Source: an optimization exercise on an open RTL-to-GDS flow (aim: small area, a short achievable clock period and few clock cycles). Production flows keep margins and buffers that such runs may drop. In this exercise RTL edits were held to simulation tests only and were not proved equivalent to the original.

==> 08-25: inputs <==
## bvm_encoder
module bvm_encoder (
    input  wire        clk,
    input  wire        rst,
    input  wire        cmd_valid,
    output wire        cmd_ready,
    input  wire [71:0] cmd_word,
    output reg         rsp_valid,
    output wire [35:0] rsp_word,
    input  wire [31:0] cur_l,
    input  wire [31:0] cur_r,
    input  wire [1:0]  rdy,
    output wire        out_valid,
    output wire [7:0]  out_byte
);
==> module bvm_encoder, before the edit <==
module bvm_encoder (
    input  wire        clk,
    input  wire        rst,
    input  wire        cmd_valid,
    output wire        cmd_ready,
    input  wire [71:0] cmd_word,
    output reg         rsp_valid,
    output wire [35:0] rsp_word,
    input  wire [31:0] cur_l,
    input  wire [31:0] cur_r,
    input  wire [1:0]  rdy,
    output wire        out_valid,
    output wire [7:0]  out_byte
);
    localparam [3:0] OP_NOP = 4'h0, OP_INIT = 4'h1, OP_ADVANCE = 4'h2,
                     OP_UPDATE = 4'h3, OP_GETCUR = 4'h4, OP_SAMPLE = 4'h5,
                     OP_SETLEVELS = 4'h6, OP_ENCODE = 4'h7, OP_GETDISP = 4'h8,
                     OP_GETSTAT = 4'h9;
    localparam [31:0] FLOOR_DB = 32'hC2C80000;   
    reg [31:0] lvl_a, lvl_b;
    reg        ph;
    reg        e_ill, e_port;        
    reg [1:0]  first;                
    reg        em1, em2, em3;        
    reg        dwait;                
    reg [1:0]  rsp_code;
    reg        data_en;              
    reg [31:0] rsp_data;
    wire busy = em1 | em2 | dwait;
    assign cmd_ready = !busy;
    wire acc = cmd_valid && !busy;
    wire [3:0]  op  = cmd_word[3:0];
    wire        ch  = cmd_word[4];
    wire [2:0]  rsv = cmd_word[7:5];
    wire [31:0] opa = cmd_word[39:8];
    wire [31:0] opb = cmd_word[71:40];
    wire illegal = (op >= 4'hA) || (rsv != 3'd0) ||
                   (ch && !(op == OP_INIT || op == OP_ADVANCE ||
                            op == OP_UPDATE || op == OP_GETCUR));
    wire port_violation = !illegal &&
                   (op == OP_INIT || op == OP_ADVANCE || op == OP_UPDATE);
    wire legal = !illegal && !port_violation;
    wire c_sample = acc && legal && (op == OP_SAMPLE);
    wire c_setlv  = acc && legal && (op == OP_SETLEVELS);
    wire c_encode = acc && legal && (op == OP_ENCODE);
    wire c_getdsp = acc && legal && (op == OP_GETDISP);
    wire c_getcur = acc && legal && (op == OP_GETCUR);
    wire c_getst  = acc && legal && (op == OP_GETSTAT);
    wire lvl_we   = rst || c_sample || c_setlv;
    reg  [13:0] pq_mi;               
    reg  [18:0] pq_ml;
    reg         pq_lo, pq_hi;
    reg         pq_r, pq_v;          
    reg  [7:0]  q_l, q_r;
    wire [13:0] mi1;
    wire [18:0] ml1;
    wire        lo1, hi1;
    wire [7:0]  q2;
    q_s1 u_q1 (.x(lvl_a), .mi(mi1), .ml(ml1), .lo(lo1), .hi(hi1));
    q_s2 u_q2 (.mi(pq_mi), .ml(pq_ml), .lo(pq_lo), .hi(pq_hi), .q(q2));
    reg  [7:0]  d_ex;
    reg         d_sign, d_nan, d_inf, d_zs;
    reg  [1:0]  dph;                 
    wire [27:0] s1_sum;
    wire [7:0]  s1_ex;
    wire        s1_sign, s1_nan, s1_inf, s1_zs, s1_ok;
    wire [31:0] disp;
    disp_s1 u_d1 (.a(lvl_a), .b(lvl_b), .ok(s1_ok), .sum(s1_sum), .ex(s1_ex), .sign(s1_sign),
                  .sp_nan(s1_nan), .sp_inf(s1_inf), .zsign(s1_zs));
    disp_s2 u_d2 (.sum(rsp_data[27:0]), .ex(d_ex), .sign(d_sign), .sp_nan(d_nan),
                  .sp_inf(d_inf), .zsign(d_zs), .y(disp));
    wire cmd_load = c_getcur || c_getst;
    wire d_hold   = lvl_we || cmd_load;
    wire d_st1    = !d_hold && (dph == 2'd0) && s1_ok;
    wire d_st2    = !d_hold && (dph == 2'd1);
    wire disp_now = !d_hold && (dph != 2'd0);    
    always @(posedge clk) begin
        pq_mi <= mi1;
        pq_ml <= ml1;
        pq_lo <= lo1;
        pq_hi <= hi1;
        pq_r  <= ph;
        d_ex  <= s1_ex;
        d_sign <= s1_sign;
        d_nan <= s1_nan;
        d_inf <= s1_inf;
        d_zs  <= s1_zs;
        if (cmd_load)
            rsp_data <= op[0] ? {20'd0, 2'b00, first, 2'b00, rdy, 2'b00, e_port, e_ill}
                              : (ch ? cur_r : cur_l);
        else if (d_st1)
            rsp_data <= {4'd0, s1_sum};
        else if (d_st2)
            rsp_data <= disp;
        if (acc) begin
            rsp_code <= illegal ? 2'd1 : (port_violation ? 2'd2 : 2'd0);
            data_en  <= c_getcur || c_getst || c_getdsp;
        end
    end
    always @(posedge clk) begin
        if (lvl_we) begin
            lvl_a <= rst ? FLOOR_DB : (op[0] ? cur_l : opa);
            lvl_b <= rst ? FLOOR_DB : (op[0] ? cur_r : opb);
        end else begin
            lvl_a <= lvl_b;
            lvl_b <= lvl_a;
        end
        if (rst) begin
            e_ill     <= 1'b0;
            e_port    <= 1'b0;
            first     <= 2'd0;
            rsp_valid <= 1'b0;
            em1       <= 1'b0;
            em2       <= 1'b0;
            em3       <= 1'b0;
            dwait     <= 1'b0;
            ph        <= 1'b0;
            pq_v      <= 1'b0;
            dph       <= 2'd0;
            q_l       <= 8'd1;
            q_r       <= 8'd1;
        end else begin
            if (acc && illegal) begin
                e_ill <= 1'b1;
                if (first == 2'd0) first <= 2'd1;
            end
            if (acc && port_violation) begin
                e_port <= 1'b1;
                if (first == 2'd0) first <= 2'd2;
            end
            ph    <= lvl_we ? 1'b0 : !ph;
            pq_v  <= !lvl_we;
            dph   <= d_hold ? 2'd0 : (d_st1 ? 2'd1 : (d_st2 ? 2'd2 : dph));
            if (pq_v) begin
                if (pq_r) q_r <= q2;
                else      q_l <= q2;
            end
            em1   <= c_encode;
            em2   <= em1;
            em3   <= em2;
            dwait <= c_getdsp ? !disp_now : (dwait && !disp_now);
            rsp_valid <= (acc && !c_encode && !(c_getdsp && !disp_now)) || em2 ||
                         (dwait && disp_now);
        end
    end
    assign out_valid = em1 | em2 | em3;
    assign out_byte  = em1 ? q_l : (em2 ? q_r : 8'h00);
    assign rsp_word  = {rsp_data & {32{data_en}}, 2'b00, rsp_code};
endmodule
==> flow/config.mk <==
export PLATFORM = sky130hd
export DESIGN_NAME = bvm_encoder
export DESIGN_NICKNAME = bvm_encoder
export VERILOG_FILES = /design/flow/design.v
export SDC_FILE = /design/flow/constraint.sdc
export NUM_CORES = 4
export LEC_CHECK = 0
export CAP_MARGIN = 20
export CORE_MARGIN = 2
export CORE_UTILIZATION = 40
export SLEW_MARGIN = 20
==> flow/constraint.sdc <==
create_clock -name core_clock -period 20.0 [get_ports {clk}]
set_input_delay 4.0000 -clock core_clock [delete_from_list [all_inputs] [get_ports {clk}]]
set_output_delay 4.0000 -clock core_clock [all_outputs]
set_load 0.01 [all_outputs]
standard.sh (not shown) runs the stock make flow with config.mk's settings and CLKGATE_MAP_FILE= SYNTH_SCRIPT=/design/flow/synth_recipe.tcl, a recipe that flattens the netlist after the stock synthesis.
==> flow/flow/run.sh <==
#!/bin/bash
# Own layout flow: the standard ORFS flow (standard.sh) on every step,
# unchanged, except that the timing repair after clock tree synthesis and
# after global routing aims for a larger setup slack than the default 0 ns
# (SETUP_SLACK_MARGIN), so that the resizer also speeds up paths that
# already meet the 20 ns clock. The clock, constraints, synthesis, floorplan,
# power grid and tap cells are the standard ones.
# The full output of the ORFS run goes to standard_flow.log here; each ORFS
# step also keeps its own log under orfs/logs/.
set -euo pipefail
bash standard.sh SETUP_SLACK_MARGIN=13.5 finish > standard_flow.log 2>&1
==> 01-28 (differences from 08-25) <==
--- a/flow/design.v
+++ b/flow/design.v
@@ -416,39 +416,37 @@
     wire [7:0]  q2;
     q_s1 u_q1 (.x(lvl_a), .mi(mi1), .ml(ml1), .lo(lo1), .hi(hi1));
     q_s2 u_q2 (.mi(pq_mi), .ml(pq_ml), .lo(pq_lo), .hi(pq_hi), .q(q2));
+    reg  [27:0] d_sum;
     reg  [7:0]  d_ex;
-    reg         d_sign, d_nan, d_inf, d_zs;
-    reg  [1:0]  dph;                 
+    reg         d_sign, d_nan, d_inf, d_zs, d_v, d_ok;
+    reg         has_disp;            
     wire [27:0] s1_sum;
     wire [7:0]  s1_ex;
     wire        s1_sign, s1_nan, s1_inf, s1_zs, s1_ok;
     wire [31:0] disp;
     disp_s1 u_d1 (.a(lvl_a), .b(lvl_b), .ok(s1_ok), .sum(s1_sum), .ex(s1_ex), .sign(s1_sign),
                   .sp_nan(s1_nan), .sp_inf(s1_inf), .zsign(s1_zs));
-    disp_s2 u_d2 (.sum(rsp_data[27:0]), .ex(d_ex), .sign(d_sign), .sp_nan(d_nan),
+    disp_s2 u_d2 (.sum(d_sum), .ex(d_ex), .sign(d_sign), .sp_nan(d_nan),
                   .sp_inf(d_inf), .zsign(d_zs), .y(disp));
-    wire cmd_load = c_getcur || c_getst;
-    wire d_hold   = lvl_we || cmd_load;
-    wire d_st1    = !d_hold && (dph == 2'd0) && s1_ok;
-    wire d_st2    = !d_hold && (dph == 2'd1);
-    wire disp_now = !d_hold && (dph != 2'd0);    
+    wire d_wr = d_v && d_ok;
+    wire disp_now = has_disp || d_wr;    
     always @(posedge clk) begin
         pq_mi <= mi1;
         pq_ml <= ml1;
         pq_lo <= lo1;
         pq_hi <= hi1;
         pq_r  <= ph;
+        d_sum <= s1_sum;
         d_ex  <= s1_ex;
         d_sign <= s1_sign;
         d_nan <= s1_nan;
         d_inf <= s1_inf;
         d_zs  <= s1_zs;
-        if (cmd_load)
+        d_ok  <= s1_ok;
+        if (c_getcur || c_getst)
             rsp_data <= op[0] ? {20'd0, 2'b00, first, 2'b00, rdy, 2'b00, e_port, e_ill}
                               : (ch ? cur_r : cur_l);
-        else if (d_st1)
-            rsp_data <= {4'd0, s1_sum};
-        else if (d_st2)
+        else if (d_wr)
             rsp_data <= disp;
         if (acc) begin
             rsp_code <= illegal ? 2'd1 : (port_violation ? 2'd2 : 2'd0);
@@ -474,7 +472,8 @@
             dwait     <= 1'b0;
             ph        <= 1'b0;
             pq_v      <= 1'b0;
-            dph       <= 2'd0;
+            d_v       <= 1'b0;
+            has_disp  <= 1'b0;
             q_l       <= 8'd1;
             q_r       <= 8'd1;
         end else begin
@@ -488,7 +487,8 @@
             end
             ph    <= lvl_we ? 1'b0 : !ph;
             pq_v  <= !lvl_we;
-            dph   <= d_hold ? 2'd0 : (d_st1 ? 2'd1 : (d_st2 ? 2'd2 : dph));
+            d_v   <= !lvl_we;
+            has_disp <= disp_now && !lvl_we && !c_getcur && !c_getst;
             if (pq_v) begin
                 if (pq_r) q_r <= q2;
                 else      q_l <= q2;
--- a/flow/flow/run.sh
+++ b/flow/flow/run.sh
@@ -8,4 +8,4 @@
 # The full output of the ORFS run goes to standard_flow.log here; each ORFS
 # step also keeps its own log under orfs/logs/.
 set -euo pipefail
-bash standard.sh SETUP_SLACK_MARGIN=13.5 finish > standard_flow.log 2>&1
+bash standard.sh SETUP_SLACK_MARGIN=16 finish > standard_flow.log 2>&1
ABC_AREA = 1   (was default)
TNS_END_PERCENT = 0   (was default)
==> comparison table <==
metric                                                              01-28           08-25
Critical-path maximum fanout                                           10               7
Met1 GRT Util                                                      43.72%          42.03%
Run status                                                 finished clean  finished clean
Initial antenna violation count                                         4               3
Buffering overhead                                                 11.09%          13.60%
Startpoint of the most critical register-to-register path       lvl_a[25]       lvl_b[29]
First-pass iteration count of the detailed router                       8               6
Worst Tran Pin Value                                             1.010 ns        1.013 ns
Effective utilization at floorplan                                 40.57%          40.21%
Global-route wire length before repair                          151000 um       161900 um
Post-Place Cells                                                     4679            4009
Syn Area/Cell                                                  6.249 um^2      7.532 um^2
Testbench counts of 08-25, summed over its fixed seeds: cycles 16,188.
Testbench counts of 01-28, summed over its fixed seeds: cycles 16,188.

port drivers added, routing unchanged:
How much do the figures lean on ideal ports? The routed layouts below were timed once more, with nothing changed but the port constraints.
Step 1 (the two cells are an assumption about what drives the block):
set clk [get_ports {clk}]
set_driving_cell -lib_cell sky130_fd_sc_hd__clkbuf_16 $clk
set_driving_cell -lib_cell sky130_fd_sc_hd__buf_2 [delete_from_list [all_inputs] $clk]
Step 2 times the ports against the registers' clock, not the clock port: input delays grow and output delays shrink by t, the midpoint of the rising clock arrivals with the driver on.
a / b / c = ideal / step 1 / step 2; a / b = the first two.
| run | t (ns) | slack for setup (ns) | cell pins on the clock port's net |
|---|---|---|---|
| 08-25 | 0.550 | 13.357 / 13.357 / 13.034 | 1 |
| 01-28 | 0.624 | 14.293 / 14.331 / 13.712 | 1 |
After both steps setup and hold are still met in every run listed. The setup slack of 01-28, which loses most, moves by +0.038 ns with the drivers and by -0.581 ns with both steps.
